Background: an optimization exercise with open tools, aiming at small area, a short achievable clock period and few clock cycles. Do not read the settings as production practice.
Only simulation tests tie the RTL to the original design; equivalence was not proved.
No activity file was given, so power comes from the tool's default toggle rates.

==> flow/design.v (outline; a module is shown in full before it is edited, if it fits) <==
// module an400_tx: 1505 lines
module an400_tx (
    input  wire         clk,
    input  wire         rst,           
    input  wire         cmd_valid,
    output wire         cmd_ready,
    input  wire [3:0]   cmd_op,
    input  wire         cmd_ext,
    input  wire [28:0]  cmd_id,
    input  wire [3:0]   cmd_dlc,
    input  wire [63:0]  cmd_data,
    input  wire [39:0]  cmd_regs,
    input  wire [31:0]  cmd_ts,
    output reg          rsp_valid,
    output reg  [3:0]   rsp_code,
    output reg          pkt_valid,
    output reg          pkt_framed,
    output wire [303:0] pkt_data
);
  // ...
==> flow/flow/run.sh <==
#!/bin/bash
# Standard ORFS layout (the standard.sh, standard synthesis unchanged),
# with repair_timing asked for a larger setup margin so that the resizer
# shortens the paths instead of stopping once the 35 ns clock is met.
set -euo pipefail
bash standard.sh SETUP_SLACK_MARGIN=26 finish > flow.log 2>&1
==> flow/standard.sh <==
#!/bin/bash
# synth_recipe.tcl (not shown) runs the flow's synth.tcl, then flattens the netlist and writes it again
# the make line also repeats each setting of config.mk as NAME=value (left out here)
make -C /OpenROAD-flow-scripts/flow DESIGN_CONFIG=/design/flow/config.mk WORK_HOME=/design/flow/orfs CLKGATE_MAP_FILE= SYNTH_SCRIPT=/design/flow/synth_recipe.tcl "${@:-finish}"
==> flow/config.mk <==
export PLATFORM = sky130hd
export DESIGN_NAME = an400_tx
export DESIGN_NICKNAME = an400_tx
export VERILOG_FILES = /design/flow/design.v
export SDC_FILE = /design/flow/constraint.sdc
export NUM_CORES = 4
export LEC_CHECK = 0
export CAP_MARGIN = 20
export CORE_MARGIN = 2
export CORE_UTILIZATION = 40
export SLEW_MARGIN = 20
==> flow/constraint.sdc <==
create_clock -name core_clock -period 35.0 [get_ports {clk}]
set_input_delay 7.0000 -clock core_clock [delete_from_list [all_inputs] [get_ports {clk}]]
set_output_delay 7.0000 -clock core_clock [all_outputs]
set_load 0.01 [all_outputs]
==> results.toml, run 1 <==
[worst_setup_path]
r2r_end = "q_wh3[14]$_DFFE_PP_"
cp-startpoint = "o38_1$_DFF_P_"
crit_arrival_ps = 2070
path_cells = "buf_12 > a22o_1 > clkdlybuf4s50_1"
cp-start-kind = "flip-flop"
crit_path_end_kind = "output pin"

[die]
die_w_um = 296.3
dieArea_um2 = 87790

[layout]
largest_reg_flops = 64
drive_gt1_share_pct = 8.545
seq_share_pct = 34.81
largestClassByArea = "multi-input combinational cells"
multi_input_area_um2 = 16960
fillers = 7482

[outcome]
status = "no timing/DRC/antenna violations"

[logic_synthesis]
synth_mux_area_share_pct = 2.281
yosysWarningCount = 1
synth.most_common_cell = "inv_1"
synth_nets = 3539
synthSimpleGateAreaFrac_pct = 7.539
synth_seq_area_share_pct = 43.61

[drt]
dr_wl_met3_um = 8165
met1Wirelength_um = 48240
highest_layer = "met5"

[power_and_ir_drop]
switching_share_pct = 35.11
pg_clk_w = 0.000689
pg_comb_w = 0.000839

[timing]
finalCritPeriodShare_pct = 25.92
rsz0062_at_grt = "yes"
setup-tns-final_ps = 0

[cts]
postCtsHoldBufs = 0
cts_resized = 132

[placement]
dp_hpwl_um = 85180

[global_routing]
met2_usage_pct = 43.49
grt_first_pass_wirelength_um = 167300
Testbench counts, summed over its fixed seeds: cycles 24,016.
==> inputs of run 2 (changes only) <==
==> flow/run.sh (new file) <==
#!/bin/bash
# synth_recipe.tcl (not shown) runs the flow's synth.tcl, then flattens the netlist and writes it again
# the make line also repeats each setting of config.mk as NAME=value (left out here)
make -C /OpenROAD-flow-scripts/flow DESIGN_CONFIG=/design/flow/config.mk WORK_HOME=/design/flow/orfs CLKGATE_MAP_FILE= SYNTH_SCRIPT=/design/flow/synth_recipe.tcl finish
removed: flow/flow/run.sh
removed: flow/standard.sh
==> run 2 against run 1 <==
Still clean on timing, DRC and antenna. Clock-buffer cell count fell by 3. Global-route usage decreased by 0.68 points. Register-to-register slack gained 40 ps. Worst hold slack about the same. Sequential share of layout area up 0.43 points. Cell count shrank 0.44%. Routed wire length fell by 2.5%. First-iteration DRC count fell by 14%. Via count down 0.88%. Cell area decreased by 1.6%. Critical path depth is the same. Area after synthesis stayed put. Critical endpoint is now pkt_data[95]. Largest power group unchanged.
==> results.toml, run 2 <==
[outcome]
status = "no timing/DRC/antenna violations"

[logic_synthesis]
ys_seq_elements = 546
synth_seq_area_share_pct = 43.61
synth_top_area_share_pct = 34.88
synth-main-ff-cell = "edfxtp_1"
synth_edf_count = 397
synthCells = 2863
synth_area_leaders = "edfxtp_1 (35%), fa_1 (19%), dfxtp_1 (8.7%)"
syn_avg_cell_area_um2 = 11.94
yosysWarningCount = 1
yosysTopAreaCell = "edfxtp_1"
syn-cell-area_um2 = 34170
async_flop_share_pct = 0
synth_nets = 3539
ys_top_cells_by_count = "inv_1 (465), edfxtp_1 (397), fa_1 (325)"
synth.most_common_cell = "inv_1"
ys_types = 87

[drt]
finalWirelength_um = 112200
highest_layer = "met5"
vias = 23681
dr_wl_met3_um = 7439
wl_per_cell_um = 24.91
met1Wirelength_um = 47200
drc_errors = 0
wl_met2_um = 53380
via_per_inst = 5.255
drtIter0Drc = 1700
ant_nets = 0
firstDrtPassIters = 5

[timing]
setup-tns-final_ps = 0
slew_viol_final = 0
min_period_ps = 9992
final_hold_viol_count = 0
finalCritPeriodShare_pct = 28.55
tightest_slew_ps = 1113
worst_slew_margin_rel_pct = 25.29
skew_ps = 44.42
fmax_mhz = 100.1
setup_violations = 0
rsz0062_at_grt = "no"

[worst_hold_path]
hold_start = "a_data[56]$_DFF_P_"
hold_depth = 0
min_to = "q_ign[8]$_SDFFCE_PN0P_"
hp-class = "reg2reg"

[layout]
final_area_um2 = 42320
final_cells = 4506
nets = 3984
largest-register = "a_data"
drive_gt1_share_pct = 7.115
final_common_cell = "clkdlybuf4s50_1"
final_cell_mix = "clkdlybuf4s50_1 (481), inv_1 (465), edfxtp_1 (397)"
area_growth_pct = 23.83
top_regs = "a_data x64, a_ts x32"
largest_reg_flops = 64

[worst_setup_path]
crit_arrival_ps = 2990
path_class = "reg2out"
cp-start-kind = "flip-flop"
cp.required_ps = 28000
r2r_slack_ps = 27060
crit_path_end_kind = "output pin"
r2r-start = "a_fr$_DFF_P_"
reg2reg_depth = 23
crit_fanout = 40
r2r_end = "q_wh3[14]$_DFFE_PP_"

[die]
die_w_um = 296.3
initial_core_util_pct = 40.26
die_y_um = 296.3
core_area_um2 = 84880
io_pins = 489
placementRows = 107
dieArea_um2 = 87790

[cts]
clock_latency_ps = 660
htreeDepth = 2
postCtsHoldBufs = 0
cts_tree = "done"
cts_buffer_depth = 3
clockRootBuffer = "clkbuf_16"
clock-sinks = 546
cts_resized = 0
cts_setup_buffers = 0
cts_buffers = 61
clk_pin_slew_ps = 60

[global_routing]
antenna_found_initial = 14
grt_max_degree = 68
track_usage_pct = 25.51
grt_first_pass_wirelength_um = 162800
grt-ovfl-total = 0
grt_pass1_vias = 24848

[power_and_ir_drop]
finalPower_w = 0.002277
powerDensity_nw_per_um2 = 53.80
leakagePower_nw = 17.74
irDropWorstVdd_uv = 58.02

[placement]
dpl_cell_area_um2 = 40280
finalWeightedCongestion = 0.9371
placed_cells = 4389
dp_hpwl_um = 84730
io_buffers = 481

[job]
drv_cap = 0
run 2: cell counts after synthesis:
Identical to the previous run, type by type.
run 2: logic make-up (layout without fill, tap and decap cells):
kind of cell / after synthesis / in the layout / synth area share [%]
buffers and inverters: 626 / 1122 / 7.022
DFF: 546 / 546 / 43.61
AOI/OAI and AO/OA: 510 / 510 / 11.19
adders and majority gates: 499 / 499 / 25.41
and+or+nand+nor: 494 / 494 / 7.538
xor gates and xnor gates: 113 / 113 / 2.940
muxes: 74 / 74 / 2.281
other: 1 / 4 / 0.01097
run 2: through the flow:
step | utilization (%) | hold WS [ps] | worst slack (ps)
4_1_cts | 49.84 | 471.3 | 24900
2_1_floorplan | - | 382.6 | 25150
3_5_place_dp | 47.45 | 456.3 | 25630
6_report | 49.86 | 467.1 | 25010
3_3_place_gp | 47.45 | 448.7 | 25660
5_1_grt | 49.85 | 479.7 | 24920
run 2: final cells by class:
class                           instances  area [um2]
Antenna cell                            3       7.507
Clock buffer                           74        1637
Clock inverter                         40       386.6
Fill cell                            7497       42560
Inverter                              468        1759
Multi-Input combinational cell       1691       16920
Sequential cell                       546       14910
Tap cell                             1144        1431
Timing Repair Buffer                  540        5261
run 2: report_power, final:
part           internal (W)  switching, W  total, W
Sequential         0.000782     0.0000192  0.000801
Clock              0.000371      0.000276  0.000647
Combinational      0.000322      0.000506  0.000828
run 2: worst max path at each step:
stage	depth (start not counted)	start	slack, ps	end
2_1_floorplan	2	cmd_op[3]	25150	a_ts[0]$_DFFE_PP_
3_3_place_gp	3	o38_1$_DFF_P_	25660	pkt_data[95]
3_5_place_dp	3	o38_1$_DFF_P_	25630	pkt_data[95]
4_1_cts	3	o38_1$_DFF_P_	24900	pkt_data[95]
5_1_grt	3	o38_1$_DFF_P_	24920	pkt_data[95]
6_report	3	o38_1$_DFF_P_	25010	pkt_data[95]
run 2: critical path, cell delays in order, from the launching register on:
cell	delay, ps
dfxtp_2	760
buf_4	560
a221o_1	350
clkdlybuf4s50_1	580
run 2: routing by layer:
layer | vias to the layer above | global-route usage, %
li1 | 10565 | -
met1 | 12007 | 33.88
met2 | 901 | 41.85
met3 | 200 | 4.513
met4 | 8 | 9.522
met5 | - | 0
==> inputs of run 3 (changes only) <==
==> flow/flow/run.sh (new file) <==
#!/bin/bash
set -euo pipefail
bash standard.sh "BUFFER_PORTS_ARGS=-buffer_cell sky130_fd_sc_hd__buf_2" \
    SETUP_SLACK_MARGIN=27 finish > flow.log 2>&1
==> flow/standard.sh (new file) <==
#!/bin/bash
# synth_recipe.tcl (not shown) runs the flow's synth.tcl, then flattens the netlist and writes it again
# the make line also repeats each setting of config.mk as NAME=value (left out here)
make -C /OpenROAD-flow-scripts/flow DESIGN_CONFIG=/design/flow/config.mk WORK_HOME=/design/flow/orfs CLKGATE_MAP_FILE= SYNTH_SCRIPT=/design/flow/synth_recipe.tcl "${@:-finish}"
removed: flow/run.sh
==> run 3 against run 2 <==
Synthesized cell count unchanged. Sequential power about the same. Power increased by 1.9%. Flip-flop and latch count unchanged. Via count increased by 2.9%. First-iteration DRC count increased by 8.2%. Cell count increased by 2.4%. Routed wire length increased by 3.6%. Clock power increased by 7.1%. Highest routed layer unchanged.
==> results.toml, run 3 <==
[die]
die_w_um = 296.3
placementRows = 107
die_y_um = 296.3
io_pins = 489
initial_core_util_pct = 40.26
dieArea_um2 = 87790
core_area_um2 = 84880

[layout]
drive_gt1_share_pct = 26.48
largest_reg_flops = 64
final_common_cell = "inv_1"
final_area_um2 = 42880
largest-register = "a_data"
area_growth_pct = 25.49
nets = 4088
final_cells = 4613
final_cell_mix = "inv_1 (465), edfxtp_1 (397), buf_2 (352)"
top_regs = "a_data x64, a_ts x32"

[cts]
cts_tree = "done"
htreeDepth = 3
clock-sinks = 546
clk_pin_slew_ps = 60
clock_latency_ps = 610
cts_buffers = 66
clockRootBuffer = "clkbuf_16"
postCtsHoldBufs = 0
cts_buffer_depth = 3

[logic_synthesis]
yosysWarningCount = 1
ys_seq_elements = 546
syn_avg_cell_area_um2 = 11.94
synthCells = 2863
synth.most_common_cell = "inv_1"
yosysTopAreaCell = "edfxtp_1"
syn-cell-area_um2 = 34170
synth_edf_count = 397
synth-main-ff-cell = "edfxtp_1"
synth_top_area_share_pct = 34.88
async_flop_share_pct = 0
ys_types = 87
ys_top_cells_by_count = "inv_1 (465), edfxtp_1 (397), fa_1 (325)"
synth_seq_area_share_pct = 43.61
synth_area_leaders = "edfxtp_1 (35%), fa_1 (19%), dfxtp_1 (8.7%)"
synth_nets = 3539

[placement]
placed_cells = 4397
dpl_cell_area_um2 = 37940
io_buffers = 481
finalWeightedCongestion = 0.9306
dp_hpwl_um = 80100

[global_routing]
antenna_found_initial = 14
grt_first_pass_wirelength_um = 164100
grt_pass1_vias = 24263
grt-ovfl-total = 0
grt_max_degree = 75
track_usage_pct = 26.06

[timing]
tightest_slew_ps = 1063
setup-tns-final_ps = 0
skew_ps = 28.65
finalCritPeriodShare_pct = 25.10
setup_violations = 0
slew_viol_final = 0
final_hold_viol_count = 0
rsz0062_at_grt = "yes"
fmax_mhz = 113.8
worst_slew_margin_rel_pct = 28.99
min_period_ps = 8786

[power_and_ir_drop]
powerDensity_nw_per_um2 = 54.13
leakagePower_nw = 19.33
finalPower_w = 0.002321
irDropWorstVdd_uv = 46.09

[outcome]
status = "no timing/DRC/antenna violations"

[worst_setup_path]
cp_slowest_cell = "dfxtp_4"
path_class = "reg2out"
crit_path_end_kind = "output pin"
cp-start-kind = "flip-flop"
crit_arrival_ps = 1790
max_stage_delay_ps = 390
cp.required_ps = 28000
path_cells = "buf_12 > buf_16 > a221o_1 > buf_2"
crit_fanout = 5

[drt]
firstDrtPassIters = 5
drtIter0Drc = 1839
vias = 24361
wl_per_cell_um = 25.20
ant_nets = 0
drc_errors = 0
via_per_inst = 5.281
finalWirelength_um = 116300

[job]
drv_cap = 0

[worst_hold_path]
hp-class = "reg2reg"
[run 3: final cells by class]
cell class	instances	area (um2)
diodes	6	15.01
clock buffers	84	1812
clock inverters	35	354.1
fillers	7615	41990
inverters	468	1759
multi-input cells	1691	17200
flip-flops and latches	546	15000
well taps	1144	1431
repair buffers	639	5311
[run 3: per-stage QoR]
| step | utilization [%] | setup WS [ps] | hold WS [ps] |
|---|---|---|---|
| after floorplan | - | 26670 | 382.6 |
| after global placement | 44.70 | 26160 | 447.3 |
| after detailed placement | 44.70 | 26150 | 454.0 |
| after CTS | 49.36 | 26180 | 468.0 |
| after global routing | 50.52 | 26180 | 488.6 |
| final | 50.52 | 26210 | 471.4 |
[run 3: power breakdown]
group          internal, W  total, W  switching (W)
combinational     0.000312  0.000828       0.000517
sequential        0.000781  0.000800      0.0000187
clock             0.000401  0.000693       0.000292
total              0.00149   0.00232       0.000827
[run 3: final timing paths]
path | start | endpoint | slack (ps) | depth (start not counted)
worst max-delay path | o38_1$_DFF_P_ | pkt_data[72] | 26210 | 4
worst min-delay path | hraf$_SDFFE_PP0P_ | hraf$_SDFFE_PP0P_ | 470 | 2
worst max register to register | a_fr$_DFF_P_ | q_wh1[14]$_DFFE_PP_ | 27390 | 22
worst min register to register | hraf$_SDFFE_PP0P_ | hraf$_SDFFE_PP0P_ | 470 | 2
[run 3: routing by layer]
layer	routed length [um]	track usage (%)	up-vias
met2	53890	41.28	994
met4	3772	8.832	12
met3	8782	4.916	196
met5	79	0	-
li1	-	-	10798
met1	49720	36.03	12361
[run 3: worst max-delay path, delay by kind of cell (launching register included)]
| family | cells | cell delay, ps |
|---|---|---|
| AOI/OAI and AO/OA | 1 | 340 |
| buffers and inverters | 3 | 440 |
| DFF | 1 | 390 |
[run 3: what timing repair did]
action | CTS | global route
buffers inserted | 56 | 12
gates resized for setup | 210 | 169
pin swaps | 48 | 64
cloned | 17 | 6
endpoints found under the setup margin | 312 | 326
[run 3: kinds of logic after synthesis]
family                   Yosys count  share of synthesized area, %
AND/OR/NAND/NOR                  494                         7.538
multiplexers                      74                         2.281
adder cells (fa/ha/maj)          499                         25.41
other                              1                       0.01097
XOR/XNOR                         113                         2.940
buffers and inverters            626                         7.022
flip-flops                       546                         43.61
AO/OA/AOI/OAI                    510                         11.19

-- afterwards: timing with drivers on the ports --
In the flow no input, the clock included, has a driving cell. The finished layouts below were timed again as built, in two steps.
Step 1 assumes that a clkbuf_16 drives the clock port and a buf_2 every other input.
Step 2, shift: input delay + t, output delay - t, t = (earliest + latest rising clock arrival at the registers) / 2. This alone moves slack from input paths to output paths.
Slacks: no drivers / after step 1 / after step 2; pairs: no drivers / after step 1.
| run | t, ns | setup WS [ns] | worst setup path after step 2 | cell pins on the clock port's net |
|---|---|---|---|---|
| run 1 | 0.705 | 25.926 / 25.862 / 26.093 | input to register | 1 |
| run 2 | 0.706 | 25.008 / 24.940 / 25.646 | register to output | 1 |
| run 3 | 0.668 | 26.214 / 26.147 / 26.488 | input to register | 1 |
After both steps every run listed still meets setup and hold.
